This is an optimization exercise on Yosys and OpenROAD, whose aim is small area, a short achievable clock period and few clock cycles, not a production implementation.
RTL that was checked went through simulation tests only; none was proved equivalent to the original.
Power and IR drop assume default switching activity.

Design polyline_codec, start of the top module:
module polyline_codec (
    input  wire        clk,
    input  wire        rst,
    input  wire        enc_in_valid,
    output wire        enc_in_ready,
    input  wire [64:0] enc_in_data,
    output wire        enc_out_valid,
    input  wire        enc_out_ready,
    output wire [8:0]  enc_out_data,
    input  wire        dec_in_valid,
    output wire        dec_in_ready,
    input  wire [8:0]  dec_in_data,
    output wire        dec_out_valid,
    input  wire        dec_out_ready,
    output wire [65:0] dec_out_data
);
clock: 5.0 ns
lec_check: 0
cap_margin: 20
core_margin: 2
core_utilization: 40
cts_buf_list: sky130_fd_sc_hd__clkbuf_4
place_density: 0.6
setup_slack_margin: 1.5
slew_margin: 20
run.sh (not shown) runs the stock make flow with config.mk's settings and CLKGATE_MAP_FILE= SYNTH_SCRIPT=/design/flow/synth_recipe.tcl, a recipe that flattens the netlist after the stock synthesis.
Next try:
==> flow/flow/run.sh (new file) <==
#!/bin/bash
# The standard layout, with every port buffered by a buf_1 instead of the
# buffer buffer_ports picks by default. Each tool's full output is in
# orfs/logs/; make's own output is in make.log.
set -euo pipefail
export BUFFER_PORTS_ARGS="-buffer_cell sky130_fd_sc_hd__buf_1"
bash standard.sh > make.log 2>&1
==> flow/standard.sh (new file) <==
#!/bin/bash
# synth_recipe.tcl (not shown) runs the flow's synth.tcl, then flattens the netlist and writes it again
# the make line also repeats each setting of config.mk as NAME=value (left out here)
make -C /OpenROAD-flow-scripts/flow DESIGN_CONFIG=/design/flow/config.mk WORK_HOME=/design/flow/orfs CLKGATE_MAP_FILE= SYNTH_SCRIPT=/design/flow/synth_recipe.tcl "${@:-finish}"
removed: flow/run.sh
Effect: The new run passed the timing, design-rule and antenna checks; synthesized area does not change; cell count barely changes; global-route usage rises by 0.14 points; sequential share of layout area went up by 1.8 points; worst hold slack is better by 0.0093 ns; combinational power went down by about 5%; sequential power hardly moves; power falls by about 0.7%; die area does not change; clock-buffer cell count rose by 6.
Next try:
- SETUP_SLACK_MARGIN: 1.5 -> 2.0
Outcome:
- die area stays the same
- final area rose by 2.0%
- final cell count stays flat
- hold slack got worse by 0.019 ns
- setup slack is better by 0.32 ns
- total power goes up by 1.2%
No run of this note included a check of the RTL's function; only the layout flow was run.

* * *

Setup of run H:
polyline_codec, a different RTL version from the one above (not shown whole).
Size: ~1,900 cells after synthesis, roughly 300 flip-flops, ~160 I/O pins, about 0.017 mm2 of cells after synthesis.
## polyline_codec
module polyline_codec (
    input  wire        clk,
    input  wire        rst,
    input  wire        enc_in_valid,
    output wire        enc_in_ready,
    input  wire [64:0] enc_in_data,
    output wire        enc_out_valid,
    input  wire        enc_out_ready,
    output wire [8:0]  enc_out_data,
    input  wire        dec_in_valid,
    output wire        dec_in_ready,
    input  wire [8:0]  dec_in_data,
    output wire        dec_out_valid,
    input  wire        dec_out_ready,
    output wire [65:0] dec_out_data
);
==> flow/config.mk <==
export PLATFORM = sky130hd
export DESIGN_NAME = polyline_codec
export DESIGN_NICKNAME = polyline_codec
export VERILOG_FILES = /design/flow/design.v
export SDC_FILE = /design/flow/constraint.sdc
export NUM_CORES = 4
export LEC_CHECK = 0
export CAP_MARGIN = 20
export CORE_MARGIN = 2
export CORE_UTILIZATION = 40
export CTS_BUF_LIST = sky130_fd_sc_hd__clkbuf_4
export CTS_CLUSTER_DIAMETER = 35
export CTS_CLUSTER_SIZE = 8
export PLACE_DENSITY = 0.6
export SETUP_SLACK_MARGIN = 2.0
export SLEW_MARGIN = 20
==> flow/constraint.sdc <==
create_clock -name core_clock -period 5.0 [get_ports {clk}]
set_input_delay 1.0000 -clock core_clock [delete_from_list [all_inputs] [get_ports {clk}]]
set_output_delay 1.0000 -clock core_clock [all_outputs]
set_load 0.01 [all_outputs]
standard.sh (not shown) runs the stock make flow with config.mk's settings and CLKGATE_MAP_FILE= SYNTH_SCRIPT=/design/flow/synth_recipe.tcl, a recipe that flattens the netlist after the stock synthesis.
==> flow/flow/run.sh <==
#!/bin/bash
# The standard layout, with every port buffered by a buf_1 (instead of the
# buffer buffer_ports picks by default) and a clock tree built without dummy
# loads. Each tool's full output is in orfs/logs/; make's output in make.log.
set -euo pipefail
export BUFFER_PORTS_ARGS="-buffer_cell sky130_fd_sc_hd__buf_1"
export CTS_ARGS="-sink_clustering_enable -repair_clock_nets -buf_list sky130_fd_sc_hd__clkbuf_4 -sink_clustering_size 8 -sink_clustering_max_diameter 35 -dont_use_dummy_load"
bash standard.sh > make.log 2>&1
Run H finished end to end and its layout was clean on timing, DRC and antenna.
Testbench counts of run H, summed over its fixed seeds: cycles 31,934.
The inputs of run E differ from those of run H as listed below.
- CTS_CLUSTER_SIZE removed (was 8)
- SETUP_SLACK_MARGIN changed from 2.0 to 2.5
- CTS_CLUSTER_DIAMETER removed (was 35)
==> flow/flow/run.sh <==
#!/bin/bash
# The standard layout, with every port buffered by a buf_1 instead of the
# buffer buffer_ports picks by default. Each tool's full output is in
# orfs/logs/; make's own output is in make.log.
set -euo pipefail
export BUFFER_PORTS_ARGS="-buffer_cell sky130_fd_sc_hd__buf_1"
bash standard.sh > make.log 2>&1
[summary]
Run E finished all stages; the layout is clean.
Of run E and run H, the run reporting the lower global-route met1 utilization was run H.
In the reports for run E and run H, the smaller wire length reported by the detailed router belongs to run H.
Run E against run H: combinational power increased about 14%, sequential share of cell area decreased 3.4 points.

* * *

## run 1
polyline_codec, a different RTL version from the one above (not shown whole).
Size in the first run: about 1800 cells after synthesis, ~160 I/O pins, ~17000 sq um of cells after synthesis.
==> flow/config.mk <==
export PLATFORM = sky130hd
export DESIGN_NAME = polyline_codec
export DESIGN_NICKNAME = polyline_codec
export VERILOG_FILES = /design/flow/design.v
export SDC_FILE = /design/flow/constraint.sdc
export NUM_CORES = 4
export LEC_CHECK = 0
export CAP_MARGIN = 20
export CORE_MARGIN = 2
export CORE_UTILIZATION = 60
export CTS_BUF_LIST = sky130_fd_sc_hd__clkbuf_4
export CTS_CLUSTER_DIAMETER = 35
export CTS_CLUSTER_SIZE = 8
export PLACE_DENSITY = 0.72
export SETUP_SLACK_MARGIN = 2.4
export SLEW_MARGIN = 20
==> flow/constraint.sdc <==
create_clock -name core_clock -period 5.0 [get_ports {clk}]
set_input_delay 1.0000 -clock core_clock [delete_from_list [all_inputs] [get_ports {clk}]]
set_output_delay 1.0000 -clock core_clock [all_outputs]
set_load 0.01 [all_outputs]
==> flow/flow/run.sh <==
#!/bin/bash
# The standard layout, with every port buffered by a buf_1 (instead of the
# buffer buffer_ports picks by default) and a clock tree built without dummy
# loads. Each tool's full output is in orfs/logs/; make's output in make.log.
set -euo pipefail
export BUFFER_PORTS_ARGS="-buffer_cell sky130_fd_sc_hd__buf_1"
export CTS_ARGS="-sink_clustering_enable -repair_clock_nets -buf_list sky130_fd_sc_hd__clkbuf_4 -sink_clustering_size 8 -sink_clustering_max_diameter 35 -dont_use_dummy_load"
bash standard.sh > make.log 2>&1
Testbench counts of run 1, summed over its fixed seeds: cycles 31,934.
Input-level comparison between run 2 and run 1:
# run 1
export LEC_CHECK = 0
export CAP_MARGIN = 20
export CORE_MARGIN = 2
export CORE_UTILIZATION = 60
export CTS_BUF_LIST = sky130_fd_sc_hd__clkbuf_4
export CTS_CLUSTER_DIAMETER = 35
export CTS_CLUSTER_SIZE = 8
export PLACE_DENSITY = 0.72
export SETUP_SLACK_MARGIN = 2.4
export SLEW_MARGIN = 20
create_clock -name core_clock -period 5.0 [get_ports {clk}]
# run 2
export LEC_CHECK = 0
export CAP_MARGIN = 20
export CORE_MARGIN = 2
export CORE_UTILIZATION = 50
export CTS_BUF_LIST = sky130_fd_sc_hd__clkbuf_4
export CTS_CLUSTER_DIAMETER = 35
export CTS_CLUSTER_SIZE = 8
export PLACE_DENSITY = 0.65
export SETUP_SLACK_MARGIN = 2.4
export SLEW_MARGIN = 20
create_clock -name core_clock -period 5.0 [get_ports {clk}]
Results
- Layout sequential cell count: run 1 vs run 2 identical
- Taking run 2 over run 1, the final-layout fill cell count ratio works out to 1.4.
- Biggest cell delay along the critical path came out higher on run 2 than on run 1.
- Run 2 vs. run 1: filler-free cell count of the finished design saw an increase, setup slack saw a decrease.
- Between run 1 and run 2, the flow reports cell area after placement increasing slightly.
- Final RePlAce weighted congestion of run 1 is on par with run 2.
- [compare] base=run 1 new=run 2: overall fraction of global-route tracks in use lost 3.5 points; worst clock skew on the final layout neither gained nor lost much; count of final setup violators neither gained nor lost much; layout multi-input combinational cell count neither gained nor lost much.
The inputs of run 3 differ from those of run 2 as listed below.
# run 2
export LEC_CHECK = 0
export CAP_MARGIN = 20
export CORE_MARGIN = 2
export CORE_UTILIZATION = 50
export CTS_BUF_LIST = sky130_fd_sc_hd__clkbuf_4
export CTS_CLUSTER_DIAMETER = 35
export CTS_CLUSTER_SIZE = 8
export PLACE_DENSITY = 0.65
export SETUP_SLACK_MARGIN = 2.4
export SLEW_MARGIN = 20
create_clock -name core_clock -period 5.0 [get_ports {clk}]
# run 3
export LEC_CHECK = 0
export CAP_MARGIN = 20
export CORE_MARGIN = 2
export CORE_UTILIZATION = 70
export CTS_BUF_LIST = sky130_fd_sc_hd__clkbuf_4
export CTS_CLUSTER_DIAMETER = 35
export CTS_CLUSTER_SIZE = 8
export PLACE_DENSITY = 0.8
export SETUP_SLACK_MARGIN = 2.5
export SLEW_MARGIN = 20
create_clock -name core_clock -period 5.0 [get_ports {clk}]
Results
[run 3 vs run 2] power share of the combinational group: higher in run 3
Hold slack came out higher on run 3 than on run 2.
Summary of run 3 over run 2: worst-case reg-to-reg path depth now sits lower; number of non-filler instances in the completed layout decreased 94.
Post-detailed-placement cell area: run 2 vs run 3 — no meaningful difference
Changes in run 4 relative to run 3:
# run 3
export LEC_CHECK = 0
export CAP_MARGIN = 20
export CORE_MARGIN = 2
export CORE_UTILIZATION = 70
export CTS_BUF_LIST = sky130_fd_sc_hd__clkbuf_4
export CTS_CLUSTER_DIAMETER = 35
export CTS_CLUSTER_SIZE = 8
export PLACE_DENSITY = 0.8
export SETUP_SLACK_MARGIN = 2.5
export SLEW_MARGIN = 20
create_clock -name core_clock -period 5.0 [get_ports {clk}]
# run 4
export LEC_CHECK = 0
export CAP_MARGIN = 20
export CORE_MARGIN = 2
export CORE_UTILIZATION = 55
export CTS_BUF_LIST = sky130_fd_sc_hd__clkbuf_4
export CTS_CLUSTER_DIAMETER = 35
export CTS_CLUSTER_SIZE = 8
export PLACE_DENSITY = 0.7
export SETUP_SLACK_MARGIN = 2.4
export SLEW_MARGIN = 20
create_clock -name core_clock -period 5.0 [get_ports {clk}]
Findings:
- Changes observed in run 4 relative to run 3: logic depth of the worst path, buffers included went down 1, wire length after detailed routing went down 10%, clock latency on the worst-skew pair went up 0.05 ns, count of buffers not belonging to the clock network in the layout went down 17%, routed length per placed instance went down about 12%.
- Run 4 ran to completion and came out clean on the timing, design-rule and antenna checks.
- Run 4 supports a higher top clock frequency than run 3.
- Relative to run 3, portion of the clock cycle consumed by the worst path in the final layout has gone down in run 4.
- Side by side, met2 usage in global routing turned out lower in run 4 than in run 3.
- Run 4 vs run 3 on share of cells above drive strength 1: run 4 is the lower one.

re-timing with driven ports:
No port has a modelled driver above. Below, the same layouts with a new extraction and two added sets of constraints.
Step 1 sets driving cells, clkbuf_16 on the clock port and buf_2 on the other inputs (assumed; they add their load-dependent delay and slew).
Step 2 times the ports against the registers' clock, not the clock port: input delays grow and output delays shrink by t, the midpoint of the rising clock arrivals with the driver on.
Three values: no drivers, after step 1, after step 2; two values: the first two.
run | shift t [ns] | slack for setup (ns) | worst hold slack (ns) | slew at the worst register clock pin (ns) | cell pins on the clock port's net
the first run of note 1 | 0.797 | 1.681 / 1.664 / 0.867 | 0.457 / 0.457 / 0.457 | 0.07 / 0.07 | 1
the second run of note 1 | 0.825 | 1.723 / 1.723 / 1.004 | 0.466 / 0.444 / 0.471 | 0.07 / 0.07 | 1
the third run of note 1 | 0.823 | 2.039 / 2.039 / 1.254 | 0.447 / 0.447 / 0.447 | 0.08 / 0.08 | 1
run H | 0.787 | 2.065 / 2.096 / 1.309 | 0.463 / 0.463 / 0.463 | 0.09 / 0.09 | 1
run E | 0.818 | 2.187 / 2.217 / 1.399 | 0.453 / 0.434 / 0.464 | 0.07 / 0.07 | 1
run 1 | 0.738 | 2.272 / 2.278 / 1.548 | 0.452 / 0.446 / 0.459 | 0.09 / 0.09 | 1
run 2 | 0.811 | 2.245 / 2.245 / 1.534 | 0.416 / 0.392 / 0.429 | 0.09 / 0.09 | 1
run 3 | 0.703 | 2.063 / 2.063 / 1.474 | 0.464 / 0.464 / 0.464 | 0.10 / 0.10 | 1
run 4 | 0.764 | 2.263 / 2.263 / 1.597 | 0.448 / 0.439 / 0.448 | 0.09 / 0.09 | 1
After both steps setup and hold are still met in every run listed. The setup slack of the first run of note 1, which loses most, moves by -0.017 ns with the drivers and by -0.814 ns with both steps.
